Background: an optimization exercise with open tools, aiming at small area, a short achievable clock period and few clock cycles. Do not read the settings as production practice.
Function was checked by simulation only, so behaviour that the tests miss may differ from the original.

==> inputs of run a <==
==> flow/design.v <==
module hrpt_sync (
    input  wire        clk,
    input  wire        rst,
    input  wire        in_valid,
    output reg         in_ready,
    input  wire [7:0]  in_data,
    input  wire        in_last,
    output reg         fs_valid,
    output wire [31:0] fs_pos,
    output reg         done,
    output wire [19:0] fs_count,
    output wire        empty
);
    localparam [31:0] MARKER = 32'h1ACFFC1D;
    localparam [1:0] S_U = 2'd0;    
    localparam [1:0] S_S = 2'd1;    
    localparam [1:0] S_R = 2'd2;    
    localparam [1:0] S_H = 2'd3;    
    localparam [28:0] R_INIT = 29'h1FFFFBFA;    
    reg [7:0]  rawq;       
    reg [2:0]  a;          
    reg [39:0] win;        
    reg        vld;        
    reg        tkd;        
    reg        lastq;      
    reg        bs;         
    reg [2:0]  fill;       
    reg [1:0]  st;
    reg        streak;
    reg [2:0]  v;          
    reg [10:0] eh;         
    reg [2:0]  el;         
    reg        pend;       
    reg        drain;      
    reg [28:0] R;
    reg [2:0]  fs_lo;
    reg [19:0] count;
    assign fs_pos   = {R, fs_lo};
    assign fs_count = count;
    assign empty    = (count == 20'd0);
    function [2:0] tcomb(input [2:0] x, input [2:0] y);
        tcomb = {x[2] | y[2] | (x[1] & y[0]) | (x[0] & y[1]),
                 x[1] | y[1] | (x[0] & y[0]),
                 x[0] | y[0]};
    endfunction
    function [2:0] th32(input [31:0] x);
        reg [2:0] t [1:63];
        integer j;
        begin
            for (j = 0; j < 32; j = j + 1) t[32+j] = {2'b00, x[j]};
            for (j = 31; j >= 1; j = j - 1) t[j] = tcomb(t[2*j], t[2*j+1]);
            th32 = t[1];
        end
    endfunction
    wire [2:0] t0  = th32(win[39:8] ^ MARKER);
    wire       le1 = ~t0[1];
    wire       le2 = ~t0[2];
    reg  [7:0] mbyte;
    always @(*) begin
        case (eh[1:0])
            2'd0:    mbyte = MARKER[31:24];
            2'd3:    mbyte = MARKER[23:16];
            2'd2:    mbyte = MARKER[15:8];
            default: mbyte = MARKER[7:0];
        endcase
    end
    wire [7:0] xb = win[7:0] ^ mbyte;
    wire [3:0] p8 = ((xb[0] + xb[1]) + (xb[2] + xb[3])) + ((xb[4] + xb[5]) + (xb[6] + xb[7]));
    reg  [3:0] lk;
    wire [4:0] acc_s = ((eh[2:0] == 3'd4) ? 5'd0 : {1'b0, lk}) + {1'b0, p8};
    wire le4 = (lk <= 4'd4);
    wire le8 = (lk <= 4'd8);
    reg  [7:1] flt;
    reg  [3:0] cm;
    integer k, c;
    always @(*) begin
        for (k = 1; k < 8; k = k + 1) begin
            for (c = 0; c < 4; c = c + 1)
                cm[c] = (win[39-k-8*c -: 8] == MARKER[31-8*c -: 8]);
            flt[k] = (cm[0] & cm[1]) | (cm[0] & cm[2]) | (cm[0] & cm[3]) |
                     (cm[1] & cm[2]) | (cm[1] & cm[3]) | (cm[2] & cm[3]);
        end
    end
    wire L   = (eh == 11'd0) & (el == 3'd0);
    wire ev  = vld & (fill == 3'd5);
    wire fin = vld & lastq;
    wire isU = (st == S_U);
    wire isS = (st == S_S);
    wire isR = (st == S_R);
    wire isH = (st == S_H);
    wire lockL  = (isS | isH) & L;
    wire lacc   = isH ? le8 : le4;
    wire rej_R  = isS & streak & (v == 3'd5);
    wire rej_U  = isS & ~streak & (v == 3'd4);
    wire       hit0    = isU ? le1 : (isR & le2);
    wire       rest_en = isU | isR | (lockL & ~lacc & (rej_R | rej_U));
    wire [7:1] fh      = rest_en ? flt : 7'd0;
    reg  [2:0] k1;
    always @(*) begin
        casez (fh)
            7'b??????1: k1 = 3'd1;
            7'b?????10: k1 = 3'd2;
            7'b????100: k1 = 3'd3;
            7'b???1000: k1 = 3'd4;
            7'b??10000: k1 = 3'd5;
            7'b?100000: k1 = 3'd6;
            default:    k1 = 3'd7;
        endcase
    end
    wire go_bs = ev & ~fin & ~hit0 & (|fh);           
    wire acc   = ev & (hit0 | (lockL & lacc));        
    wire load  = ev & (hit0 | lockL);                 
    wire bs_req = bs | go_bs;
    wire may_bs = |(flt) & (isU | isR | lockL);
    always @(*) begin
        if (drain | fin)
            in_ready = 1'b0;
        else if (bs)
            in_ready = (a == 3'd7);
        else if (ev)
            in_ready = ~may_bs | (a == 3'd7);
        else
            in_ready = 1'b1;
    end
    wire take  = in_valid & in_ready;
    wire bstep = bs_req & ((a != 3'd7) | in_valid);
    wire [15:0] pair = {rawq, in_data} << a;
    wire [7:0]  zb   = pair[15:8];
    wire        nb   = rawq[3'd7 - a];
    wire [10:0] eh_m1 = eh - 11'd1;
    wire [3:0]  el_d  = {1'b0, el} - {1'b0, k1};
    reg  [10:0] eh_n;
    reg  [2:0]  el_n;
    always @(*) begin
        if (load) begin
            eh_n = 11'd1023;
            el_n = go_bs ? 3'd0 - k1 : 3'd0;
        end else if (go_bs) begin
            eh_n = el_d[3] ? eh_m1 : eh;
            el_n = el_d[2:0];
        end else begin
            eh_n = eh_m1;
            el_n = el;
        end
    end
    wire fin_late = pend & ~L & (eh[10:3] == 8'd0) &
                    (eh[2:0] <= ((a == 3'd0) ? 3'd6 : 3'd5));
    wire report = (ev & lockL & pend) | (drain & L);
    always @(posedge clk) begin
        if (take | bstep) begin
            if (bstep) begin
                win <= {win[38:0], nb};
            end else begin
                win <= {win[31:0], zb};
            end
        end
        if (take) begin
            rawq  <= in_data;
            lastq <= in_last;
        end
        if (report)
            fs_lo <= a;
        if (ev) begin
            eh  <= eh_n;
            el  <= el_n;
            lk  <= (acc_s > 5'd15) ? 4'd15 : acc_s[3:0];
            if (lockL) begin
                if (lacc) begin
                    if (isS && !(streak && v == 3'd4)) begin
                        streak <= 1'b1;
                        v      <= (streak && v != 3'd5) ? v + 3'd1 : 3'd1;
                    end
                end else if (isH) begin
                    streak <= 1'b1;
                    v      <= 3'd0;
                end else if (streak) begin
                    v <= 3'd5;
                end else begin
                    v <= v + 3'd1;
                end
            end
            if (hit0) begin
                streak <= 1'b0;
                v      <= 3'd0;
            end
        end
        if (drain)
            eh <= eh_m1;
    end
    always @(posedge clk) begin
        if (rst) begin
            vld      <= 1'b0;
            tkd      <= 1'b0;
            bs       <= 1'b0;
            fill     <= 3'd0;
            st       <= S_U;
            pend     <= 1'b0;
            drain    <= 1'b0;
            R        <= R_INIT;
            count    <= 20'd0;
            fs_valid <= 1'b0;
            done     <= 1'b0;
        end else begin
            tkd      <= take;
            vld      <= (take & ~bs_req) | (bstep & (k1 == 3'd1));
            fs_valid <= report;
            done     <= 1'b0;
            if (go_bs)
                bs <= 1'b1;
            if (bstep & (k1 == 3'd1))
                bs <= 1'b0;
            if (tkd | drain)
                R <= R + 29'd1;
            if (tkd && fill != 3'd5)
                fill <= fill + 3'd1;
            if (report)
                count <= count + 20'd1;
            if (ev) begin
                if (lockL) begin
                    pend <= lacc;
                    if (lacc) begin
                        if (isH || (streak && v == 3'd4))
                            st <= S_H;
                    end else if (isH) begin
                        st <= S_S;
                    end else if (rej_R) begin
                        st <= S_R;
                    end else if (rej_U) begin
                        st <= S_U;
                    end
                end else if (isR && eh == 11'd0 && (!go_bs || k1 > el)) begin
                    st <= S_U;
                end
                if (hit0) begin
                    st   <= S_S;
                    pend <= 1'b1;
                end
            end
            if (fin) begin
                if (fin_late)
                    drain <= 1'b1;
                else
                    done  <= 1'b1;
            end
            if (drain & L) begin
                drain <= 1'b0;
                done  <= 1'b1;
            end
            if (done) begin
                fill  <= 3'd0;
                st    <= S_U;
                pend  <= 1'b0;
                R     <= R_INIT;
                count <= 20'd0;
            end
        end
    end
    always @(posedge clk) begin
        if (rst | done)
            a <= 3'd0;
        else if (bstep)
            a <= a + 3'd1;
    end
endmodule
==> flow/run.sh <==
#!/bin/bash
# synth_recipe.tcl (not shown) runs the flow's synth.tcl, then flattens the netlist and writes it again
# the make line also repeats each setting of config.mk as NAME=value (left out here)
make -C /OpenROAD-flow-scripts/flow DESIGN_CONFIG=/design/flow/config.mk WORK_HOME=/design/flow/orfs CLKGATE_MAP_FILE= SYNTH_SCRIPT=/design/flow/synth_recipe.tcl finish
==> flow/config.mk <==
export PLATFORM = sky130hd
export DESIGN_NAME = hrpt_sync
export DESIGN_NICKNAME = hrpt_sync
export VERILOG_FILES = /design/flow/design.v
export SDC_FILE = /design/flow/constraint.sdc
export NUM_CORES = 4
export LEC_CHECK = 0
export CAP_MARGIN = 20
export CORE_MARGIN = 2
export CORE_UTILIZATION = 40
export PLACE_DENSITY = 0.6
export SLEW_MARGIN = 20
==> flow/constraint.sdc <==
create_clock -name core_clock -period 10.0 [get_ports {clk}]
set_input_delay 2.0000 -clock core_clock [delete_from_list [all_inputs] [get_ports {clk}]]
set_output_delay 2.0000 -clock core_clock [all_outputs]
set_load 0.01 [all_outputs]
==> run b: changes against run a <==
--- a/flow/design.v
+++ b/flow/design.v
@@ -39,36 +39,21 @@
     assign fs_count = count;
     assign empty    = (count == 20'd0);
-    function [2:0] tcomb(input [2:0] x, input [2:0] y);
-        tcomb = {x[2] | y[2] | (x[1] & y[0]) | (x[0] & y[1]),
-                 x[1] | y[1] | (x[0] & y[0]),
-                 x[0] | y[0]};
-    endfunction
-    function [2:0] th32(input [31:0] x);
-        reg [2:0] t [1:63];
-        integer j;
-        begin
-            for (j = 0; j < 32; j = j + 1) t[32+j] = {2'b00, x[j]};
-            for (j = 31; j >= 1; j = j - 1) t[j] = tcomb(t[2*j], t[2*j+1]);
-            th32 = t[1];
-        end
-    endfunction
-    wire [2:0] t0  = th32(win[39:8] ^ MARKER);
-    wire       le1 = ~t0[1];
-    wire       le2 = ~t0[2];
-    reg  [7:0] mbyte;
-    always @(*) begin
-        case (eh[1:0])
-            2'd0:    mbyte = MARKER[31:24];
-            2'd3:    mbyte = MARKER[23:16];
-            2'd2:    mbyte = MARKER[15:8];
-            default: mbyte = MARKER[7:0];
-        endcase
-    end
-    wire [7:0] xb = win[7:0] ^ mbyte;
-    wire [3:0] p8 = ((xb[0] + xb[1]) + (xb[2] + xb[3])) + ((xb[4] + xb[5]) + (xb[6] + xb[7]));
-    reg  [3:0] lk;
-    wire [4:0] acc_s = ((eh[2:0] == 3'd4) ? 5'd0 : {1'b0, lk}) + {1'b0, p8};
-    wire le4 = (lk <= 4'd4);
-    wire le8 = (lk <= 4'd8);
+    wire [31:0] x0 = win[39:8] ^ MARKER;
+    wire [1:0] s1 [0:15];
+    wire [2:0] s2 [0:7];
+    wire [3:0] s3 [0:3];
+    wire [4:0] s4 [0:1];
+    genvar gi;
+    generate
+        for (gi = 0; gi < 16; gi = gi + 1) begin : g1 assign s1[gi] = x0[2*gi] + x0[2*gi+1]; end
+        for (gi = 0; gi < 8; gi = gi + 1)  begin : g2 assign s2[gi] = s1[2*gi] + s1[2*gi+1]; end
+        for (gi = 0; gi < 4; gi = gi + 1)  begin : g3 assign s3[gi] = s2[2*gi] + s2[2*gi+1]; end
+        for (gi = 0; gi < 2; gi = gi + 1)  begin : g4 assign s4[gi] = s3[2*gi] + s3[2*gi+1]; end
+    endgenerate
+    wire [5:0] d0 = s4[0] + s4[1];
+    wire le1 = (d0 <= 6'd1);
+    wire le2 = (d0 <= 6'd2);
+    wire le4 = (d0 <= 6'd4);
+    wire le8 = (d0 <= 6'd8);
     reg  [7:1] flt;
     reg  [3:0] cm;
@@ -128,20 +113,7 @@
     wire [7:0]  zb   = pair[15:8];
     wire        nb   = rawq[3'd7 - a];
-    wire [10:0] eh_m1 = eh - 11'd1;
-    wire [3:0]  el_d  = {1'b0, el} - {1'b0, k1};
-    reg  [10:0] eh_n;
-    reg  [2:0]  el_n;
-    always @(*) begin
-        if (load) begin
-            eh_n = 11'd1023;
-            el_n = go_bs ? 3'd0 - k1 : 3'd0;
-        end else if (go_bs) begin
-            eh_n = el_d[3] ? eh_m1 : eh;
-            el_n = el_d[2:0];
-        end else begin
-            eh_n = eh_m1;
-            el_n = el;
-        end
-    end
+    wire [10:0] eh_b = load ? 11'd1024 : eh;
+    wire [2:0]  el_b = load ? 3'd0 : el;
+    wire [3:0]  el_d = {1'b0, el_b} - {1'b0, k1};
     wire fin_late = pend & ~L & (eh[10:3] == 8'd0) &
                     (eh[2:0] <= ((a == 3'd0) ? 3'd6 : 3'd5));
@@ -162,7 +134,11 @@
             fs_lo <= a;
         if (ev) begin
-            eh  <= eh_n;
-            el  <= el_n;
-            lk  <= (acc_s > 5'd15) ? 4'd15 : acc_s[3:0];
+            if (go_bs) begin
+                eh <= eh_b - {10'd0, el_d[3]};
+                el <= el_d[2:0];
+            end else begin
+                eh <= eh_b - 11'd1;
+                el <= el_b;
+            end
             if (lockL) begin
                 if (lacc) begin
@@ -186,5 +162,5 @@
         end
         if (drain)
-            eh <= eh_m1;
+            eh <= eh - 11'd1;
     end
     always @(posedge clk) begin
==> results.tsv <==
stage	metric	value	unit
power_and_ir_drop	sw_frac_of_total	0.2636	
synthesis	yosysTopAreaCellShare	0.2412	
run_status	run_status	timing/DRC/antenna clean	
clock_tree	clkSinkCount	138	
cells_and_area	register_area	3503	um2
power_and_ir_drop	clkPwrFrac	0.473	
cells_and_area	number_of_clock_buffers_in_the_layout	18	
floorplan	tapCellCount	285	
power_and_ir_drop	total_switching_power	0.3824	mW
power_and_ir_drop	seqPwrFrac	0.448	
-- figures above: run a

==> results.tsv <==
stage	metric	value	unit
power_and_ir_drop	total_switching_power	0.7916	mW
power_and_ir_drop	seqPwrFrac	0.306	
power_and_ir_drop	powerClk	0.611	mW
cells_and_area	register_area	3383	um2
floorplan	tapCellCount	275	
cells_and_area	number_of_clock_buffers_in_the_layout	17	
power_and_ir_drop	clkPwrFrac	0.296	
sta	hold_viol	0	
cells_and_area	largest_register_ffs	40	
cells_and_area	final_cell_mix	sky130_fd_sc_hd__nand2_1, sky130_fd_sc_hd__inv_1, sky130_fd_sc_hd__nor2_1, sky130_fd_sc_hd__edfxtp_1, sky130_fd_sc_hd__clkdlybuf4s50_1	
power_and_ir_drop	sw_frac_of_total	0.3836	
placement	routabilityCongestion	0.8575	
global_route	global_route.usage.total	0.1940	
clock_tree	clock_insertion_delay_worst_skew	430	ps
clock_tree	clkSinkCount	134	
synthesis	yosysTopAreaCellShare	0.2427	
run_status	run_status	timing/DRC/antenna clean	
min_path	hold_start	R[28]	
-- figures above: run b

Testbench counts of run a, summed over its fixed seeds: cycles 611,731.
Testbench counts of run b, summed over its fixed seeds: cycles 611,731.

separate check: timing with driven ports:
Ports are ideal in the flow. The routed layouts listed here were re-timed in OpenROAD. Step 1 (the two cells are an assumption about what drives the block):
set clk [get_ports {clk}]
set_driving_cell -lib_cell sky130_fd_sc_hd__clkbuf_16 $clk
set_driving_cell -lib_cell sky130_fd_sc_hd__buf_2 [delete_from_list [all_inputs] $clk]
Step 2 moves the port delays by t, midway between the first and last clock arrival at a register: inputs arrive t later, outputs are due t later. That takes back most of the time a late clock gives input paths. Three values: ideal ports, drivers, drivers and shift; two values: the first two.
run | t, ns | slack for setup (ns) | latest minus earliest clock arrival (ns) | worst slew at a driven data input, ns
run a | 0.473 | 4.254 / 4.206 / 4.679 | 0.011 / 0.012 | 0.05
run b | 0.472 | 1.775 / 1.775 / 1.775 | 0.011 / 0.011 | 0.06
After both steps setup and hold are still met in every run listed.
